Background: an optimization exercise with open tools, aiming at small area. Do not read the settings as production practice. The RTL was checked by simulation tests, not by an equivalence proof against the original design. No activity file was given, so power comes from the tool's default toggle rates.

==> flow/design.v (outline; a module is shown in full before it is edited, if it fits) <==
// module lfsr_gen: 30 lines
// module lfsr_chk: 32 lines
// module lfsr_word_w: 308 lines
// module lfsr_check_r: 641 lines
// module lfsr_xnor: 3 lines
// module lfsr_xor: 3 lines
// module lfsr_nor: 3 lines
// module lfsr_mux2i: 3 lines
// module lfsr_differ: 4 lines
// module lfsr_any: 3 lines
// module lfsr_nall: 3 lines
// module lfsr_a22o: 4 lines
// module lfsr_a221o: 4 lines
// module lfsr_memtest: 165 lines
// module memtest_load_dec: 13 lines
// module memtest_clr_inc: 13 lines
// module memtest_nand2: 3 lines
// module memtest_a22o: 4 lines
// module memtest_a221o: 4 lines
// module memtest_and3: 3 lines
// module memtest_and4: 4 lines
// module memtest_and2: 3 lines
// module memtest_xor2: 3 lines
// module memtest_xnor2: 3 lines
// module memtest_mux2i: 3 lines
module lfsr_memtest #(
    parameter DW = 256,
    parameter AW = 24
) (
    input  wire          clk,
    input  wire          rst,
    input  wire [4:0]    host_cmd,
    input  wire [AW-1:0] host_wdata,
    output reg  [AW-1:0] host_rdata,
    output wire          w_stb,
    output wire [DW-1:0] w_data,
    input  wire          w_ack,
    input  wire          r_stb,
    input  wire [DW-1:0] r_data,
    output wire          r_ack
);
  // ...
==> flow/flow/run.sh <==
#!/bin/bash
# The standard layout (standard.sh, its synthesis unchanged), with three
# settings that ORFS reads from the environment:
#  - the port buffers are sky130_fd_sc_hd__buf_1 instead of the buffer that
#    buffer_ports picks by default (clkdlybuf4s50_1);
#  - timing-driven global placement does not keep the buffers of its trial
#    repair_design (GPL_KEEP_OVERFLOW=0); the later repair steps still run;
#  - clock tree synthesis inserts no dummy loads.
# ORFS writes each step's full log under orfs/logs/; make's own output goes to
# standard_flow.log here.
set -euo pipefail
export BUFFER_PORTS_ARGS="-buffer_cell sky130_fd_sc_hd__buf_1"
export GPL_KEEP_OVERFLOW=0
export CTS_ARGS="-sink_clustering_enable -repair_clock_nets -buf_list sky130_fd_sc_hd__clkbuf_8 -sink_clustering_size 40 -sink_clustering_max_diameter 150 -dont_use_dummy_load"
bash standard.sh > standard_flow.log 2>&1
==> flow/standard.sh <==
#!/bin/bash
# synth_recipe.tcl (not shown) runs the flow's synth.tcl, then flattens the netlist and writes it again
# the make line also repeats each setting of config.mk as NAME=value (left out here)
make -C /OpenROAD-flow-scripts/flow DESIGN_CONFIG=/design/flow/config.mk WORK_HOME=/design/flow/orfs CLKGATE_MAP_FILE= SYNTH_SCRIPT=/design/flow/synth_recipe.tcl "${@:-finish}"
==> flow/config.mk <==
export PLATFORM = sky130hd
export DESIGN_NAME = lfsr_memtest
export DESIGN_NICKNAME = lfsr_memtest
export VERILOG_FILES = /design/flow/design.v
export SDC_FILE = /design/flow/constraint.sdc
export NUM_CORES = 4
export LEC_CHECK = 0
export CAP_MARGIN = 0
export CORE_AREA = 5 5 315 315
export DIE_AREA = 0 0 320 320
export SETUP_SLACK_MARGIN = 0.1
export SLEW_MARGIN = 0
export SYNTH_HIERARCHICAL = 1
==> flow/constraint.sdc <==
create_clock -name core_clock -period 5.0 [get_ports {clk}]
set_input_delay 1.0000 -clock core_clock [delete_from_list [all_inputs] [get_ports {clk}]]
set_output_delay 1.0000 -clock core_clock [all_outputs]
set_load 0.01 [all_outputs]
==> results.sh, run 1 <==
export IMPL_finalHoldViolCount=0
export IMPL_initial_core_util_pct=13.3
export IMPL_worst_hold_path_endpoint="len_valid"
export IMPL_drv_cap=0
export IMPL_place_area_sq_mm=0.0166
export IMPL_comb_power_share_pct=45.9
export IMPL_postRouteAntennaNets=0
export IMPL_worst_path_max_fanout=6
export IMPL_clock_latency_ns=0.52
export IMPL_cp_top_family="XOR/XNOR gates"
export IMPL_drive_above_1_share_pct=2.50
export IMPL_cp_endpoint="w_data[16]"
export IMPL_max_stage_delay_ns=0.96
export IMPL_synth_edf_count=0
export IMPL_die_height_microns=320
export IMPL_diodes=3
export IMPL_ys_ff_latch=145
export IMPL_finalCritPeriodShare_pct=94.1
export IMPL_die_area_sq_mm=0.102
export IMPL_vdd_drop_max_uv=100
export IMPL_ctsRootBufferMaster="clkbuf_8"
export IMPL_buffer_area_share_pct=13.5
export IMPL_rrSetupSlack_ns=0.50
export IMPL_critPathKind="reg2out"
export IMPL_cts_buffer_depth=2
export IMPL_syn_avg_cell_area_sq_um=9.03
export IMPL_fin_crit_ns=4.70
export IMPL_synth_cell_area_sq_mm=0.0127
export IMPL_slowest_stage="xor2_1"
export IMPL_status="no timing/DRC/antenna violations"
export IMPL_p_per_area_mw_per_mm2=245
export IMPL_rsz0062_at_grt="no"
export IMPL_wl_per_cell_microns=21.9
export IMPL_synth_compound_area_share_pct=8.24
export IMPL_critPathArrivalTime_ns=3.70
export IMPL_clock_sinks=145
export IMPL_clk_share_pct=1.39
export IMPL_drc=0
export IMPL_r2r_cells=11
==> run 2, diff against run 1 <==
--- a/flow/config.mk
+++ b/flow/config.mk
@@ -7,6 +7,6 @@
 export LEC_CHECK = 0
 export CAP_MARGIN = 0
-export CORE_AREA = 5 5 315 315
-export DIE_AREA = 0 0 320 320
+export CORE_AREA = 5 5 215 215
+export DIE_AREA = 0 0 220 220
 export SETUP_SLACK_MARGIN = 0.1
 export SLEW_MARGIN = 0
==> run 2 against run 1 <==
Still clean. First-iteration DRC count up 1.2%. Setup slack better by 0.18 ns. Sequential cell count did not move. Critical endpoint unchanged. Largest cell class unchanged. Largest power group unchanged. Highest routed layer unchanged.
==> results.sh, run 2 <==
export IMPL_fin_crit_ns=4.53
export IMPL_drc=0
export IMPL_grt_util_all_layers_pct=24.0
export IMPL_grt_max_degree=44
export IMPL_rrSetupSlack_ns=0.73
export IMPL_io_buffer_count=569
export IMPL_ys_flop_type="dfxtp_1"
export IMPL_rsz0062_at_grt="no"
export IMPL_dr_first_iter_drc_count=963
export IMPL_ys_seq_area_share_pct=22.9
export IMPL_cts_hold_buf=0
export IMPL_drive_above_1_share_pct=2.40
export IMPL_grt_ovfl_total=0
export IMPL_synth_top_area_share_pct=36.1
export IMPL_routed_via_density=5.05
export IMPL_finalCritPeriodShare_pct=90.5
export IMPL_pre_cts_ws_ns=0.760
export IMPL_stdcell_count=2593
export IMPL_timing_hold_worst_class="reg2reg"
export IMPL_rows=77
export IMPL_p_clk_share_pct=17.9
export IMPL_firstDrtPassIters=5
export IMPL_p_per_area_mw_per_mm2=253
export IMPL_yosysWarnings=9
export IMPL_final_cell_mix="buf_1 (569), xor2_1 (522), dfxtp_1 (143)"
export IMPL_synth_top_area_cell="xor2_1"
export IMPL_boundaryPins=571
export IMPL_ys_ff_latch=145
export IMPL_synth_edf_count=0
export IMPL_critPathArrivalTime_ns=3.53
export IMPL_postRouteAntennaNets=0
export IMPL_tightest_slew_ns=1.28
export IMPL_cts_tree="done"
export IMPL_power_frac_seq_pct=36.8
export IMPL_wl_per_cell_microns=23.9
export IMPL_clock_latency_ns=0.45
export IMPL_critPathLaunchType="register"
export IMPL_yosysMostFrequentCell="xor2_1"
export IMPL_design_area_sq_mm=0.0159
export IMPL_syn_avg_cell_area_sq_um=9.03
export IMPL_areaGrowthSynthToFinish_pct=25.7
export IMPL_relSlewSlack_pct=14.2
export IMPL_syn_inst=1405
export IMPL_place_area_sq_mm=0.0157
export IMPL_synth_top_cells_by_count="xor2_1 (522), dfxtp_1 (145), xnor2_1 (126)"
export IMPL_fin_skew_ns=0.0390
export IMPL_cts_resized=0
export IMPL_final_setup_viol_count=0
export IMPL_synth_cell_area_sq_mm=0.0127
export IMPL_coreArea_sq_mm=0.0439
export IMPL_drv_cap=0
export IMPL_yosysUniqueCellTypes=37
export IMPL_cts_post_setup_buffers_inserted=0
export IMPL_die_height_microns=220
export IMPL_ctsRootBufferMaster="clkbuf_8"
export IMPL_grt_pass1_vias=12900
export IMPL_h_tree_depth=4
export IMPL_die_w_microns=220
export IMPL_clock_sinks=145
export IMPL_final_core_util_pct=36.3
export IMPL_antenna_found_initial=2
export IMPL_reg_largest_list="u_rgen.p: 31 flops, u_wgen.p: 31 flops"
export IMPL_switching_share_pct=44.2
export IMPL_final_common_cell="buf_1"
export IMPL_finalMaxSlewViolations=0
export IMPL_initial_core_util_pct=28.9
export IMPL_cts_buffer_depth=2
export IMPL_setup_ws_ns=0.473
export IMPL_wirelength_microns=62000
export IMPL_cts_inserted_buffers=17
export IMPL_power_mw=4.04
export IMPL_worst_hold_slack_ns=0.480
export IMPL_timing_setup_tns_ns=0
export IMPL_comb_power_share_pct=45.3
export IMPL_gp_congestion=0.920
export IMPL_grt_pass1_wl_microns=86200
export IMPL_num_vias=13100
export IMPL_layout_nets=2291
export IMPL_vdd_drop_max_uv=130
export IMPL_finalHoldViolCount=0
export IMPL_detailed_place_hpwl_microns=52700
export IMPL_internal_power_mw=2.25
export IMPL_place_inst=2575
export IMPL_worst_path_max_fanout=6
export IMPL_status="no timing/DRC/antenna violations"
export IMPL_endpoint_kind="output port"
export IMPL_clock_fmax_mhz=221
export IMPL_critPathKind="reg2out"
export IMPL_die_area_sq_mm=0.0484
export IMPL_clk_pin_slew_ns=0.07
export IMPL_synthArstFlopShare_pct=0
export IMPL_p_leak_nw=6.51
export IMPL_p_switching_mw=1.79
export IMPL_worstPathRequired_ns=4.00
export IMPL_synth_area_top_cells="xor2_1 (36%), dfxtp_1 (23%), xnor2_1 (8.7%)"
==> run 2: power groups by stage <==
stage / clock (mW) / combinational, mW / sequential [mW]
CTS: 0.758 / 1.82 / 1.48
floorplan: 0 / 1.11 / 1.44
finish: 0.722 / 1.83 / 1.49
detailed placement: 0 / 1.81 / 1.51
global route: 0.801 / 1.96 / 1.50
global placement: 0 / 1.80 / 1.51
==> run 2: worst paths after layout <==
check | to | start | cells past startpoint
setup / recovery | w_data[16] | u_wgen.p[27] | 6
hold / removal | rem_n[16] | length[16] | 1
setup reg to reg | rem_n[23] | rem_n[0] | 25
hold reg to reg | rem_n[16] | length[16] | 1
==> run 2: logic make-up (layout without fill, tap and decap cells) <==
family,after synthesis,in the layout,share of synthesized area [%]
AOI/OAI and AO/OA,115,115,8.24
xor gates and xnor gates,648,648,44.8
buffers and inverters,6,599,0.207
DFF,145,145,22.9
muxes,76,76,6.00
other,1,4,0.0296
and+or+nand+nor,414,414,17.9
==> run 2: metal layers <==
metal	routed length (microns)	GRT usage, %	up-vias	part of all wire [%]
met1	22900	26.0	6204	37
met2	31000	44.0	702	50
met3	4120	4.23	133	6.6
met4	3940	13.3	2	6.3
li1	-	-	6064	-
met5	11	0	-	0.018
==> run 2: cell type report <==
class	instances	area (sq um)
Antenna cell	1	2.50
Tap cell	592	741
Sequential cell	145	2910
Clock buffer	17	234
Fill cell	4670	28000
Inverter	5	18.8
Multi-Input combinational cell	1256	9780
Timing Repair Buffer	577	2260
==> run 2: worst max-delay path, cell delays in order (launching register included) <==
cell and delay (ns):
dfxtp_1 0.43, xnor2_1 0.73, xor2_1 0.88, xor2_1 0.34, xor2_1 0.24, xor2_1 0.26, buf_1 0.22
==> run 2: per-module statistics from Yosys (local to each module, per instance), excerpt <==
module	cells inside	area, sq um
lfsr_xnor	1	8.76
memtest_a22o	1	8.76
lfsr_mux2i	1	10.0
lfsr_memtest	122	1880
lfsr_a22o	1	8.76
memtest_mux2i	1	10.0
memtest_xnor2	1	8.76
lfsr_xor	1	8.76
memtest_a221o	1	10.0
memtest_and2	1	6.26
memtest_nand2	1	3.75
memtest_xor2	1	8.76

[re-timing with driven ports]
How much do the figures lean on ideal ports? The routed layouts below were timed once more, with nothing changed but the port constraints. Step 1, drivers: a clkbuf_16 drives clk and a buf_2 each remaining input, both assumed. Step 2 adds t to the input delays and takes it off the output delays; t is the mean of the earliest and latest rising clock arrival at the registers after step 1. Input paths then give back, and output paths get back, about the clock's delay inside the block. a / b / c = ideal ports / drivers / drivers and shift; a / b = the first two.
| run | t (ns) | slack for setup (ns) | worst setup path at the end | slew at the worst register clock pin (ns) |
|---|---|---|---|---|
| run 1 | 0.554 | 0.296 / 0.246 / 0.504 | register to register | 0.10 / 0.10 |
| run 2 | 0.476 | 0.473 / 0.431 / 0.732 | register to register | 0.11 / 0.11 |
After both steps every run listed still meets setup and hold.
